Background: an optimization exercise with open tools, aiming at small area, a short achievable clock period and few clock cycles per item. Do not read the settings as production practice.
RTL that was checked went through simulation tests only; none was proved equivalent to the original.
Power and IR drop assume default switching activity.

## rev 12
## fp_encode_1750a
module fp_encode_1750a (
    input  wire        clk,
    input  wire        rst,
    input  wire        in_valid,
    output wire        in_ready,
    input  wire [63:0] in_value,
    input  wire  [7:0] in_width,
    output wire        out_valid,
    input  wire        out_ready,
    output wire [47:0] out_data,
    output wire  [2:0] out_nbytes,
    output wire  [1:0] out_status
);
Settings: LEC_CHECK=0, CAP_MARGIN=20, CORE_MARGIN=2, CORE_UTILIZATION=40, SLEW_MARGIN=20; clock period 10.0 ns.
run.sh (not shown) runs the stock make flow with config.mk's settings and CLKGATE_MAP_FILE= SYNTH_SCRIPT=/design/flow/synth_recipe.tcl, a recipe that flattens the netlist after the stock synthesis.
Here is what was changed in the inputs of rev 13 compared with rev 12.
--- a/flow/config.mk
+++ b/flow/config.mk
@@ -9,3 +9,4 @@
 export CORE_MARGIN = 2
 export CORE_UTILIZATION = 40
+export SETUP_SLACK_MARGIN = 3
 export SLEW_MARGIN = 20
Findings:
Rev 13 did not stop at any stage, and its layout met the timing, DRC and antenna checks. | critical path depth | lower: rev 12 |. From rev 12 to rev 13, cell area after technology mapping did not move at all. Rev 12 and rev 13 ended up with nearly the same worst setup skew after layout.
Function was not checked in any run of this note: the RTL went through the layout flow alone.

Another version of the RTL of fp_encode_1750a (not shown whole).
Size in the first run: roughly 870 cells after synthesis, ~71 flip-flops, roughly 130 I/O pins, roughly 5500 sq um of cells after synthesis.
clock: 10.0 ns
lec_check: 0
abc_area: 1
cap_margin: 20
core_margin: 2
core_utilization: 40
cts_buf_list: sky130_fd_sc_hd__clkbuf_8
slew_margin: 20
standard.sh (not shown) runs the stock make flow with config.mk's settings and CLKGATE_MAP_FILE= SYNTH_SCRIPT=/design/flow/synth_recipe.tcl, a recipe that flattens the netlist after the stock synthesis.
==> flow/flow/run.sh <==
#!/bin/bash
# The standard layout (standard.sh, the standard flow's own ORFS flow) with two changes:
# the port buffers are sky130_fd_sc_hd__buf_2 cells instead of the delay
# buffers buffer_ports picks by default (every port still gets a buffer),
# and timing repair aims for a setup slack of 5.4 ns.
set -euo pipefail
export BUFFER_PORTS_ARGS="-buffer_cell sky130_fd_sc_hd__buf_2"
export SETUP_SLACK_MARGIN=5.4
bash standard.sh > standard.log 2>&1
Testbench counts at the start, summed over its fixed seeds: cycles 24,936, items 24,000.
Rerun with:
==> flow/flow/run.sh (replaced) <==
#!/bin/bash
# The standard layout (standard.sh, the standard flow's own ORFS flow) with three changes:
# the port buffers are sky130_fd_sc_hd__buf_2 cells instead of the delay
# buffers buffer_ports picks by default (every port still gets a buffer),
# timing repair aims for a setup slack of 5.4 ns, and clock tree synthesis
# adds no dummy loads.
set -euo pipefail
export BUFFER_PORTS_ARGS="-buffer_cell sky130_fd_sc_hd__buf_2"
export SETUP_SLACK_MARGIN=5.4
export CTS_ARGS="-sink_clustering_enable -repair_clock_nets -buf_list sky130_fd_sc_hd__clkbuf_8 -dont_use_dummy_load"
bash standard.sh > standard.log 2>&1
What happened:
- core utilization came out lower by 0.72 points
- non-clock buffer count is unchanged
- design area came out lower by 1.5%
- clock skew came out higher by 15 ps

Another version of the RTL of fp_encode_1750a (not shown whole).
Size in the first run: ~1,300 cells after synthesis, about 70 flip-flops, about 8200 µm² of cells after synthesis.
clock: 10.0 ns
lec_check: 0
abc_area: 1
cap_margin: 20
core_margin: 2
core_utilization: 40
slew_margin: 20
run.sh (not shown) runs the stock make flow with config.mk's settings and CLKGATE_MAP_FILE= SYNTH_SCRIPT=/design/flow/synth_recipe.tcl, a recipe that flattens the netlist after the stock synthesis.
Stock flow here: none of the scripts above is used.
The first run completed with no timing, DRC or antenna violations.
Change:
--- a/flow/config.mk
+++ b/flow/config.mk
@@ -7,3 +7,2 @@
 export LEC_CHECK = 0
-export ABC_AREA = 1
 export CAP_MARGIN = 20
- combinational power fell by about 2%
- global-route usage is lower by 1.6 points
- count of clock-buffer cells in the layout went down by 1
- die area is higher by about 0.6%
- sequential power rose by about 7%
- utilization hardly moves
No functional check of the RTL was part of any run of this note.

fp_encode_1750a, a different RTL version from the one above (not shown whole).
For scale: about 71 flip-flops.
==> flow/config.mk <==
export PLATFORM = sky130hd
export DESIGN_NAME = fp_encode_1750a
export DESIGN_NICKNAME = fp_encode_1750a
export VERILOG_FILES = /design/flow/design.v
export SDC_FILE = /design/flow/constraint.sdc
export NUM_CORES = 4
export LEC_CHECK = 0
export ABC_AREA = 1
export CAP_MARGIN = 20
export CORE_MARGIN = 2
export CORE_UTILIZATION = 40
export SETUP_SLACK_MARGIN = 5
export SLEW_MARGIN = 20
==> flow/constraint.sdc <==
create_clock -name core_clock -period 10.0 [get_ports {clk}]
set_input_delay 2.0000 -clock core_clock [delete_from_list [all_inputs] [get_ports {clk}]]
set_output_delay 2.0000 -clock core_clock [all_outputs]
set_load 0.01 [all_outputs]
standard.sh (not shown) runs the stock make flow with config.mk's settings and CLKGATE_MAP_FILE= SYNTH_SCRIPT=/design/flow/synth_recipe.tcl, a recipe that flattens the netlist after the stock synthesis.
==> flow/flow/run.sh <==
#!/bin/bash
# The standard layout (standard.sh, the standard flow's own ORFS flow) with one change:
# the port buffers are sky130_fd_sc_hd__buf_2 cells instead of the delay
# buffers buffer_ports picks by default. Every port still gets a buffer.
set -euo pipefail
export BUFFER_PORTS_ARGS="-buffer_cell sky130_fd_sc_hd__buf_2"
bash standard.sh > standard.log 2>&1
The starting point finished with timing, DRC and antenna clean.
Testbench counts at the start, summed over its fixed seeds: cycles 24,936, items 24,000.
Then changed:
- CTS_BUF_LIST: unset -> sky130_fd_sc_hd__clkbuf_8
- wire length is lower by 0.38%
- clock skew is about the same
- final cell count barely changes
- setup slack hardly moves
- sequential share of layout area is higher by 0.43 points
- global-route usage hardly moves
- maximum frequency stays flat
- clock-buffer cell count stays the same
Then changed:
--- a/flow/flow/run.sh
+++ b/flow/flow/run.sh
@@ -6,0 +7 @@
+export SETUP_SLACK_MARGIN=5.7
- CTS_BUF_LIST: sky130_fd_sc_hd__clkbuf_8 -> unset
- SETUP_SLACK_MARGIN: 5 -> unset
=> The new run passed the timing, DRC and antenna checks. Wire length rises slightly. Clock-buffer cell count rises by 1. Final cell count rises slightly. Power rises by a little under a tenth.
Then changed:
--- a/flow/flow/run.sh
+++ b/flow/flow/run.sh
@@ -7 +6,0 @@
-export SETUP_SLACK_MARGIN=5.7
- CTS_BUF_LIST: unset -> sky130_fd_sc_hd__clkbuf_8
- CTS_CLUSTER_DIAMETER: unset -> 200
- CTS_CLUSTER_SIZE: unset -> 30
- SETUP_SLACK_MARGIN: unset -> 5
=> Final cell count decreases by 1.4%. Clock-buffer cell count decreases by 1. Worst hold slack is worse by 0.030 ns. Utilization decreases by 1.6 points. Maximum frequency decreases by 1.5%. Wire length decreases by 1.3%. Die area does not change.

## the previous run
The RTL this note starts from:
==> flow/design.v <==
module enc1750_fmt (
    input  wire [38:0] frac,    
    input  wire  [2:0] fsel,    
    input  wire        m39,     
    input  wire        m38,     
    input  wire  [7:0] xe0,     
    input  wire        xinc,    
    input  wire        xdec,    
    output wire [47:0] data
);
    wire c = (fsel[0] & frac[30]) | (fsel[1] & frac[16]) | (fsel[2] & frac[0]);
    wire [37:0] xs = frac[38:1];
    wire [7:0]  xa = xs[37:30];
    wire [13:0] xb = xs[29:16];
    wire [15:0] xc = xs[15:0];
    wire cc = c;
    wire cb = fsel[2] ? (c & (&xc)) : c;
    wire ca = fsel[0] ? c : cb & (&xb);
    wire [15:0] wc;
    wire [13:0] wb;
    wire [7:0]  wa;
    genvar i;
    generate
        for (i = 0; i < 16; i = i + 1) begin : g_c
            if (i == 0) assign wc[i] = xc[i] ^ cc;
            else        assign wc[i] = xc[i] ^ (cc & (&xc[i-1:0]));
        end
        for (i = 0; i < 14; i = i + 1) begin : g_b
            if (i == 0) assign wb[i] = xb[i] ^ cb;
            else        assign wb[i] = xb[i] ^ (cb & (&xb[i-1:0]));
        end
        for (i = 0; i < 8; i = i + 1) begin : g_a
            if (i == 0) assign wa[i] = xa[i] ^ ca;
            else        assign wa[i] = xa[i] ^ (ca & (&xa[i-1:0]));
        end
    endgenerate
    wire ina = fsel[0] | fsel[1] | fsel[2];
    wire inb = fsel[1] | fsel[2];
    wire inc = fsel[2];
    wire [7:0]  ma = wa & {8{ina}};
    wire [13:0] mb = wb & {14{inb}};
    wire [15:0] mc = wc & {16{inc}};
    wire [7:0] flip;
    generate
        for (i = 0; i < 8; i = i + 1) begin : g_e
            if (i == 0) assign flip[i] = xinc | xdec;
            else        assign flip[i] = (xinc & (&xe0[i-1:0])) | (xdec & ~(|xe0[i-1:0]));
        end
    endgenerate
    wire [7:0] xe = xe0 ^ flip;
    assign data = {m39, m38, ma, mb[13:8] | (xe[5:0] & {6{fsel[0]}}), mb[7:0],
                   xe & {8{~fsel[0]}}, mc};
endmodule
module enc1750_core (
    input  wire [63:0] value,
    input  wire  [7:0] width,
    output wire [52:0] sig,     
    output wire        subn,    
    output wire  [2:0] fsel,    
    output wire        m39,     
    output wire        m38,     
    output wire  [7:0] xe,      
    output wire        xinc,    
    output wire        xdec,    
    output wire        nf       
);
    wire        s  = value[63];
    wire [10:0] be = value[62:52];
    wire [51:0] fr = value[51:0];
    wire w16 = (width == 8'd16);
    wire w32 = (width == 8'd32);
    wire w48 = (width == 8'd48);
    wire wok = w16 | w32 | w48;
    wire nonfinite = &be;
    wire is_sub    = ~|be;
    wire is_zero   = is_sub & ~|fr;
    wire ok        = wok & ~nonfinite;
    assign sig    = {~is_sub, fr} ^ {53{s}};
    assign subn   = ok & is_sub & ~is_zero;
    assign fsel   = {w48, w32, w16} & {3{ok}};
    assign m39    = ok & ~is_zero & s;
    assign m38    = ok & ~is_zero & ~s;
    assign nf     = wok & nonfinite;
    wire ones16 = &fr[51:43], ones32 = &fr[42:29], ones48 = &fr[28:13];
    wire zer16  = ~|fr[51:43], zer32 = ~|fr[42:29], zer48 = ~|fr[28:13];
    wire all1 = ones16 & (w16 | (ones32 & (w32 | ones48)));
    wire all0 = zer16  & (w16 | (zer32  & (w32 | zer48)));
    wire inc  = ~s & all1;
    wire dec  = s & all0;
    wire lo8 = (be <= 11'd894),  hi8 = (be >= 11'd1149);
    wire lo6 = (be <= 11'd990),  hi6 = (be >= 11'd1053);
    wire [7:0] be2 = be[7:0] + 8'd2;
    wire [7:0] xf8 = lo8 ? 8'h80 : hi8 ? 8'h7f : be2;
    wire [5:0] xf6 = lo6 ? 6'h20 : hi6 ? 6'h1f : be2[5:0];
    wire inc_ok = w16 ? ((be >= 11'd990) & ~hi6) : ((be >= 11'd894) & ~hi8);
    wire dec_ok = w16 ? (~lo6 & (be <= 11'd1053)) : (~lo8 & (be <= 11'd1149));
    wire [7:0] xn = w16 ? {2'b00, xf6} : xf8;
    wire [7:0] xs = is_zero ? 8'h00 : is_sub ? (w16 ? 8'h20 : 8'h80) : xn;
    assign xe     = ok ? xs : 8'd0;
    assign xinc   = ok & ~is_sub & inc & inc_ok;
    assign xdec   = ok & ~is_sub & dec & dec_ok;
endmodule
module fp_encode_1750a (
    input  wire        clk,
    input  wire        rst,
    input  wire        in_valid,
    output wire        in_ready,
    input  wire [63:0] in_value,
    input  wire  [7:0] in_width,
    output wire        out_valid,
    input  wire        out_ready,
    output wire [47:0] out_data,
    output wire  [2:0] out_nbytes,
    output wire  [1:0] out_status
);
    wire [52:0] c_sig;
    wire        c_subn;
    wire  [2:0] c_fsel;
    wire        c_m39, c_m38;
    wire  [7:0] c_xe;
    wire        c_xinc, c_xdec;
    wire        c_nf;
    enc1750_core u_core (
        .value (in_value),
        .width (in_width),
        .sig   (c_sig),
        .subn  (c_subn),
        .fsel  (c_fsel),
        .m39   (c_m39),
        .m38   (c_m38),
        .xe    (c_xe),
        .xinc  (c_xinc),
        .xdec  (c_xdec),
        .nf    (c_nf)
    );
    reg        ov;       
    reg [52:0] sig_q;
    reg  [2:0] fsel_q;
    reg        m39_q, m38_q;
    reg  [7:0] xe_q;
    reg        xinc_q, xdec_q;
    reg        nf_q;
    reg        pend_q;   
    wire pend = (m39_q & sig_q[52]) | (m38_q & ~sig_q[52]);
    wire load = ~ov | (~pend & out_ready);
    assign in_ready  = ~rst & (~ov | (~pend_q & out_ready));
    assign out_valid = ~rst & ov & ~pend_q;
    wire top8z = m39_q ? &sig_q[52:45] : ~|sig_q[52:45];
    always @(posedge clk) begin
        if (rst) begin
            ov     <= 1'b0;
            pend_q <= 1'b0;
        end else if (load) begin
            ov     <= in_valid;
            pend_q <= in_valid & c_subn;
        end else if (pend) begin
            pend_q <= (top8z ? sig_q[44] : sig_q[51]) ~^ m39_q;
        end
    end
    always @(posedge clk) begin
        if (load) begin
            sig_q    <= c_sig;
            fsel_q   <= c_fsel;
            m39_q    <= c_m39;
            m38_q    <= c_m38;
            xe_q     <= c_xe;
            xinc_q   <= c_xinc;
            xdec_q   <= c_xdec;
            nf_q     <= c_nf;
        end else if (pend) begin
            sig_q    <= top8z ? {sig_q[44:0], {8{m39_q}}} : {sig_q[51:0], m39_q};
        end
    end
    enc1750_fmt u_fmt (
        .frac(sig_q[51:13]),
        .fsel(fsel_q),
        .m39 (m39_q),
        .m38 (m38_q),
        .xe0 (xe_q),
        .xinc(xinc_q),
        .xdec(xdec_q),
        .data(out_data)
    );
    assign out_status = {nf_q, ~(fsel_q[0] | fsel_q[1] | fsel_q[2] | nf_q)};
    assign out_nbytes = {fsel_q[1] | fsel_q[2], fsel_q[0] | fsel_q[2], 1'b0};
endmodule
Settings: LEC_CHECK=0, ABC_AREA=1, CAP_MARGIN=20, CORE_MARGIN=2, CORE_UTILIZATION=40, CTS_BUF_LIST=sky130_fd_sc_hd__clkbuf_8, SETUP_SLACK_MARGIN=5, SLEW_MARGIN=20; clock period 10.0 ns.
==> flow/flow/run.sh <==
#!/bin/bash
set -euo pipefail
export BUFFER_PORTS_ARGS="-buffer_cell sky130_fd_sc_hd__buf_2"
export CTS_ARGS="-repair_clock_nets -buf_list sky130_fd_sc_hd__clkbuf_8 -sink_buffer_max_cap_derate 1.0 -sink_clustering_enable"
bash standard.sh > standard.log 2>&1
The previous run went all the way through the flow, and no timing, DRC or antenna check failed.
Testbench counts of the previous run, summed over its fixed seeds: cycles 24,936, items 24,000.
The inputs of the current run differ from those of the previous run as listed below.
- putting CTS_CLUSTER_DIAMETER at 500 where nothing was set
- clearing CTS_BUF_LIST, which used to be sky130_fd_sc_hd__clkbuf_8
- putting CTS_CLUSTER_SIZE at 80 where nothing was set
==> flow/flow/run.sh <==
#!/bin/bash
# The standard layout (standard.sh, the standard flow's own ORFS flow) with one change:
# the port buffers are sky130_fd_sc_hd__buf_2 cells instead of the delay
# buffers buffer_ports picks by default. Every port still gets a buffer.
set -euo pipefail
export BUFFER_PORTS_ARGS="-buffer_cell sky130_fd_sc_hd__buf_2"
bash standard.sh > standard.log 2>&1
Notes after the runs:
- In the current run relative to the previous run, routed wire length had gone up slightly.
- For share of the clock period used by the worst path after layout, the previous run and the current run come out practically identical.
- Status: global-route usage parity (the current run, the previous run)
- The current run ended with more power density normalized to cell area than the previous run.
- The diode insertion count for antenna repair of the current run is higher than that of the previous run.
- Taking the previous run as the reference point, the met1 usage in global routing of the current run falls by 0.32 points.
- Arrival time at the worst endpoint of the previous run is on par with the current run.
- In the reports for the previous run and the current run, the larger fraction of power consumed by combinational cells belongs to the previous run.
- In the current run, total power of the final layout is higher than in the previous run.

umber:
Another version of the RTL of fp_encode_1750a (not shown whole).
Size: ~660 cells after synthesis, roughly 72 flip-flops, ~5300 sq um of cells after synthesis.
## fp_encode_1750a
module fp_encode_1750a (
    input  wire        clk,
    input  wire        rst,
    input  wire        in_valid,
    output wire        in_ready,
    input  wire [63:0] in_value,
    input  wire  [7:0] in_width,
    output wire        out_valid,
    input  wire        out_ready,
    output wire [47:0] out_data,
    output wire  [2:0] out_nbytes,
    output wire  [1:0] out_status
);
    wire [52:0] c_sig;
    wire        c_subn;
    wire  [2:0] c_fsel;
    wire        c_m39, c_m38;
    wire  [7:0] c_xe;
    wire        c_xinc, c_xdec;
    wire        c_nf;
    enc1750_core u_core (
        .value (in_value),
        .width (in_width),
        .sig   (c_sig),
        .subn  (c_subn),
        .fsel  (c_fsel),
        .m39   (c_m39),
        .m38   (c_m38),
        .xe    (c_xe),
        .xinc  (c_xinc),
        .xdec  (c_xdec),
        .nf    (c_nf)
    );
    reg        ov;       
    reg [52:0] sig_q;
    reg  [2:0] fsel_q;
    reg        m39_q, m38_q;
    reg  [7:0] xe_q;
    reg        xinc_q, xdec_q;
    reg        nf_q;
    reg        pend_q;   
    wire pend = (m39_q & sig_q[52]) | (m38_q & ~sig_q[52]);
    wire load = ~ov | (~pend & out_ready);
    assign in_ready  = ~rst & (~ov | (~pend_q & out_ready));
    assign out_valid = ~rst & ov & ~pend_q;
    wire top5z = m39_q ? &sig_q[52:48] : ~|sig_q[52:48];
    always @(posedge clk) begin
        if (rst) begin
            ov     <= 1'b0;
            pend_q <= 1'b0;
        end else if (load) begin
            ov     <= in_valid;
            pend_q <= in_valid & c_subn;
        end else if (pend) begin
            pend_q <= (top5z ? sig_q[47] : sig_q[51]) ~^ m39_q;
        end
    end
    wire sel_ld = load;
    wire sel_s5 = ~load & pend & top5z;
    wire sel_s1 = ~load & pend & ~top5z;
    wire sel_h  = ~load & ~pend;
    wire [52:0] sig_d = ({53{sel_ld}} & c_sig)
  ...
Settings: LEC_CHECK=0, ABC_AREA=0, CAP_MARGIN=20, CORE_MARGIN=2, CORE_UTILIZATION=40, CTS_BUF_LIST=sky130_fd_sc_hd__clkbuf_8, SLEW_MARGIN=20; clock period 10.0 ns.
==> flow/flow/run.sh <==
#!/bin/bash
# The standard layout (standard.sh, the standard flow's own ORFS flow) with four changes:
# the port buffers are sky130_fd_sc_hd__buf_2 cells instead of the delay
# buffers buffer_ports picks by default (every port still gets a buffer),
# timing repair aims for a setup slack of 5.4 ns, clock tree synthesis adds
# no dummy loads, and the request data ports' buffers are made buf_1 and the
# reset and handshake ports' buffers buf_4 after
# global placement (flow/ports.tcl).
set -euo pipefail
export BUFFER_PORTS_ARGS="-buffer_cell sky130_fd_sc_hd__buf_2"
export SETUP_SLACK_MARGIN=5.4
export CTS_ARGS="-sink_clustering_enable -repair_clock_nets -buf_list sky130_fd_sc_hd__clkbuf_8 -dont_use_dummy_load"
export POST_GLOBAL_PLACE_TCL="$PWD/flow/ports.tcl"
bash standard.sh > standard.log 2>&1
==> flow/flow/ports.tcl <==
# After global placement: the buffers of the request data ports (in_value,
# in_width) become sky130_fd_sc_hd__buf_1. Every port keeps its buffer; the
# handshake and reset ports keep buf_2. Timing repair may resize them again.
set block [ord::get_db_block]
set n 0
foreach bterm [$block getBTerms] {
  set name [$bterm getName]
  if {[$bterm getIoType] ne "INPUT"} { continue }
  if {![string match "in_value*" $name] && ![string match "in_width*" $name]} { continue }
  set net [$bterm getNet]
  foreach iterm [$net getITerms] {
    set inst [$iterm getInst]
    if {[[$inst getMaster] getName] eq "sky130_fd_sc_hd__buf_2"} {
      replace_cell [get_cells [$inst getName]] sky130_fd_sc_hd__buf_1
      incr n
    }
  }
}
puts "ports.tcl: $n input buffers resized to buf_1"

# The reset and handshake ports' buffers become sky130_fd_sc_hd__buf_4: the
# paths from rst and out_ready to in_ready and out_valid set the period.
set m 0
foreach bterm [$block getBTerms] {
  set name [$bterm getName]
  if {[lsearch -exact {rst out_ready in_ready out_valid} $name] < 0} { continue }
  set net [$bterm getNet]
  foreach iterm [$net getITerms] {
    set inst [$iterm getInst]
    if {[[$inst getMaster] getName] eq "sky130_fd_sc_hd__buf_2"} {
      replace_cell [get_cells [$inst getName]] sky130_fd_sc_hd__buf_4
      incr m
    }
  }
}
puts "ports.tcl: $m handshake port buffers resized to buf_4"
The final layout from umber, which completed every stage, passed the timing, DRC and antenna checks at the end of the flow.
Testbench counts of umber, summed over its fixed seeds: cycles 24,809, items 24,000.
Here is what was changed in the inputs of indigo compared with umber.
==> flow/flow/run.sh <==
#!/bin/bash
# The standard layout (standard.sh, the standard flow's own ORFS flow) with four changes:
# the port buffers are sky130_fd_sc_hd__buf_2 cells instead of the delay
# buffers buffer_ports picks by default (every port still gets a buffer),
# timing repair aims for a setup slack of 5.65 ns, clock tree synthesis adds
# no dummy loads, and the request data ports' buffers are made buf_1 after
# global placement (flow/ports.tcl).
set -euo pipefail
export BUFFER_PORTS_ARGS="-buffer_cell sky130_fd_sc_hd__buf_2"
export SETUP_SLACK_MARGIN=5.65
export CTS_ARGS="-sink_clustering_enable -repair_clock_nets -buf_list sky130_fd_sc_hd__clkbuf_8 -dont_use_dummy_load"
export POST_GLOBAL_PLACE_TCL="$PWD/flow/ports.tcl"
bash standard.sh > standard.log 2>&1
-- flow/flow/ports.tcl --
<<< umber, line 19
puts "ports.tcl: $n input buffers resized to buf_1"

# The reset and handshake ports' buffers become sky130_fd_sc_hd__buf_4: the
# paths from rst and out_ready to in_ready and out_valid set the period.
set m 0
foreach bterm [$block getBTerms] {
  set name [$bterm getName]
  if {[lsearch -exact {rst out_ready in_ready out_valid} $name] < 0} { continue }
  set net [$bterm getNet]
  foreach iterm [$net getITerms] {
    set inst [$iterm getInst]
    if {[[$inst getMaster] getName] eq "sky130_fd_sc_hd__buf_2"} {
      replace_cell [get_cells [$inst getName]] sky130_fd_sc_hd__buf_4
      incr m
    }
  }
}
puts "ports.tcl: $m handshake port buffers resized to buf_4"
>>> indigo, line 19
puts "ports.tcl: $n input buffers resized to buf_1"
### Flow results
[compare] base=umber new=indigo: sequential power share has increased, routed metal-1 wirelength down 1.4%. Routed wire length across indigo and umber: no real change. Looking at clock network power share, indigo sits 0.5 points lower than umber does.
### indigo -> pepper
==> flow/flow/run.sh <==
#!/bin/bash
# The standard layout (standard.sh, the standard flow's own ORFS flow) with four changes:
# the port buffers are sky130_fd_sc_hd__buf_2 cells instead of the delay
# buffers buffer_ports picks by default (every port still gets a buffer),
# timing repair aims for a setup slack of 5.0 ns, clock tree synthesis adds
# no dummy loads, and the request data ports' buffers are made buf_1 after
# global placement (flow/ports.tcl).
set -euo pipefail
export BUFFER_PORTS_ARGS="-buffer_cell sky130_fd_sc_hd__buf_2"
export SETUP_SLACK_MARGIN=5.0
export CTS_ARGS="-sink_clustering_enable -repair_clock_nets -buf_list sky130_fd_sc_hd__clkbuf_8 -dont_use_dummy_load"
export POST_GLOBAL_PLACE_TCL="$PWD/flow/ports.tcl"
bash standard.sh > standard.log 2>&1
[summary]
Looking at routed wire length, pepper sits 220 microns lower than indigo does.
Against indigo, pepper reports a clock group share of total power that is higher.
indigo vs pepper, master of the slowest instance on the critical path: sky130_fd_sc_hd__buf_2 vs sky130_fd_sc_hd__and4_1
Measured against each other, pepper and indigo differ in least setup slack across all paths after layout, the lower figure coming from pepper.
pepper reports a higher worst hold slack than indigo does.
Area of all placed cells without fillers (pepper vs. indigo) decreases by a few percent
Relative to pepper, the following input files were edited for quartz:
==> flow/flow/run.sh <==
#!/bin/bash
# The standard layout (standard.sh, the standard flow's own ORFS flow) with four changes:
# the port buffers are sky130_fd_sc_hd__buf_2 cells instead of the delay
# buffers buffer_ports picks by default (every port still gets a buffer),
# timing repair aims for a setup slack of 5.4 ns, clock tree synthesis adds
# no dummy loads, and the request data ports' buffers are made buf_1 after
# global placement (flow/ports.tcl).
set -euo pipefail
export BUFFER_PORTS_ARGS="-buffer_cell sky130_fd_sc_hd__buf_2"
export SETUP_SLACK_MARGIN=5.4
export CTS_ARGS="-sink_clustering_enable -repair_clock_nets -buf_list sky130_fd_sc_hd__clkbuf_8 -dont_use_dummy_load"
export POST_GLOBAL_PLACE_TCL="$PWD/flow/ports.tcl"
bash standard.sh > standard.log 2>&1
[summary]
- From pepper to quartz the numbers moved as follows: critical path depth now sits lower, delay of the slowest critical-path stage dropped 0.30 ns, final standard cell area without fillers higher.
- The hold slack number comes out lower for pepper vs quartz.
- NOTE average wire length per cell after detail routing pepper->quartz increased slightly
- The share of cell area taken by multi-input logic gates on pepper is in line with that on quartz.
- The sequential share of layout area on quartz is in line with that on pepper.
Edits applied to the flow inputs when going from quartz to raven:
-- flow/flow/run.sh --
<<< quartz, line 10
export SETUP_SLACK_MARGIN=5.4
export CTS_ARGS="-sink_clustering_enable -repair_clock_nets -buf_list sky130_fd_sc_hd__clkbuf_8 -dont_use_dummy_load"
export POST_GLOBAL_PLACE_TCL="$PWD/flow/ports.tcl"
>>> raven, line 10
export SETUP_SLACK_MARGIN=5.4
export CTS_ARGS="-sink_clustering_enable -repair_clock_nets -buf_list \"sky130_fd_sc_hd__clkbuf_4 sky130_fd_sc_hd__clkbuf_8\" -root_buf sky130_fd_sc_hd__clkbuf_8 -dont_use_dummy_load"
export POST_GLOBAL_PLACE_TCL="$PWD/flow/ports.tcl"
Findings:
- Re count of TritonRoute iterations in the first routing pass: no difference whatsoever between quartz and raven.
- Going from quartz to raven, number of hold buffers added after CTS held; worst hold slack held.

==> afterwards: timing with drivers on the ports <==
No port has a modelled driver above. Below, the same layouts with a new extraction and two added sets of constraints.
Step 1, drivers: a clkbuf_16 drives clk and a buf_2 each remaining input, both assumed.
Step 2 also shifts input and output timing later by t, the mid clock arrival at the registers, as if the neighbouring blocks saw the same clock.
Three values: ideal ports, drivers, drivers and shift; two values: the first two.
| run | t, ns | setup slack, ns | worst hold slack (ns) | worst register clock-pin slew, ns | worst slew at a driven data input, ns |
|---|---|---|---|---|---|
| rev 12 | 0.333 | 0.748 / 0.761 / 0.428 | 0.619 / 0.619 / 0.619 | 0.07 / 0.07 | 0.04 |
| rev 13 | 0.336 | 2.560 / 2.576 / 2.241 | 0.622 / 0.622 / 0.622 | 0.07 / 0.07 | 0.05 |
| the first run of note 2 | 0.388 | 5.529 / 5.510 / 5.510 | 0.478 / 0.478 / 0.478 | 0.09 / 0.09 | 0.03 |
| the second run of note 2 | 0.373 | 5.529 / 5.510 / 5.510 | 0.475 / 0.475 / 0.475 | 0.09 / 0.09 | 0.03 |
| the first run of note 3 | 0.387 | 3.310 / 3.265 / 3.651 | 0.506 / 0.506 / 0.506 | 0.06 / 0.06 | 0.05 |
| the second run of note 3 | 0.385 | 2.160 / 2.117 / 2.502 | 0.482 / 0.482 / 0.482 | 0.06 / 0.06 | 0.04 |
| the first run of note 4 | 0.373 | 5.560 / 5.542 / 5.542 | 0.586 / 0.586 / 0.586 | 0.06 / 0.06 | 0.07 |
| the second run of note 4 | 0.395 | 5.560 / 5.532 / 5.541 | 0.588 / 0.588 / 0.588 | 0.08 / 0.08 | 0.07 |
| the third run of note 4 | 0.369 | 5.628 / 5.584 / 5.584 | 0.618 / 0.618 / 0.618 | 0.06 / 0.06 | 0.07 |
| the fourth run of note 4 | 0.395 | 5.560 / 5.532 / 5.541 | 0.588 / 0.588 / 0.588 | 0.08 / 0.08 | 0.07 |
| the previous run | 0.395 | 5.560 / 5.532 / 5.541 | 0.588 / 0.588 / 0.588 | 0.08 / 0.08 | 0.07 |
| the current run | 0.373 | 5.560 / 5.542 / 5.542 | 0.586 / 0.586 / 0.586 | 0.06 / 0.06 | 0.07 |
| umber | 0.382 | 5.549 / 5.515 / 5.532 | 0.479 / 0.479 / 0.479 | 0.09 / 0.09 | 0.07 |
| indigo | 0.373 | 5.629 / 5.581 / 5.581 | 0.471 / 0.471 / 0.471 | 0.08 / 0.08 | 0.07 |
| pepper | 0.372 | 5.341 / 5.307 / 5.557 | 0.481 / 0.481 / 0.481 | 0.08 / 0.08 | 0.07 |
| quartz | 0.376 | 5.575 / 5.552 / 5.557 | 0.487 / 0.487 / 0.487 | 0.08 / 0.08 | 0.07 |
| raven | 0.376 | 5.575 / 5.552 / 5.557 | 0.487 / 0.487 / 0.487 | 0.08 / 0.08 | 0.07 |
After both steps every run listed still meets setup and hold. The setup slack of rev 12, which loses most, moves by +0.013 ns with the drivers and by -0.320 ns with both steps.
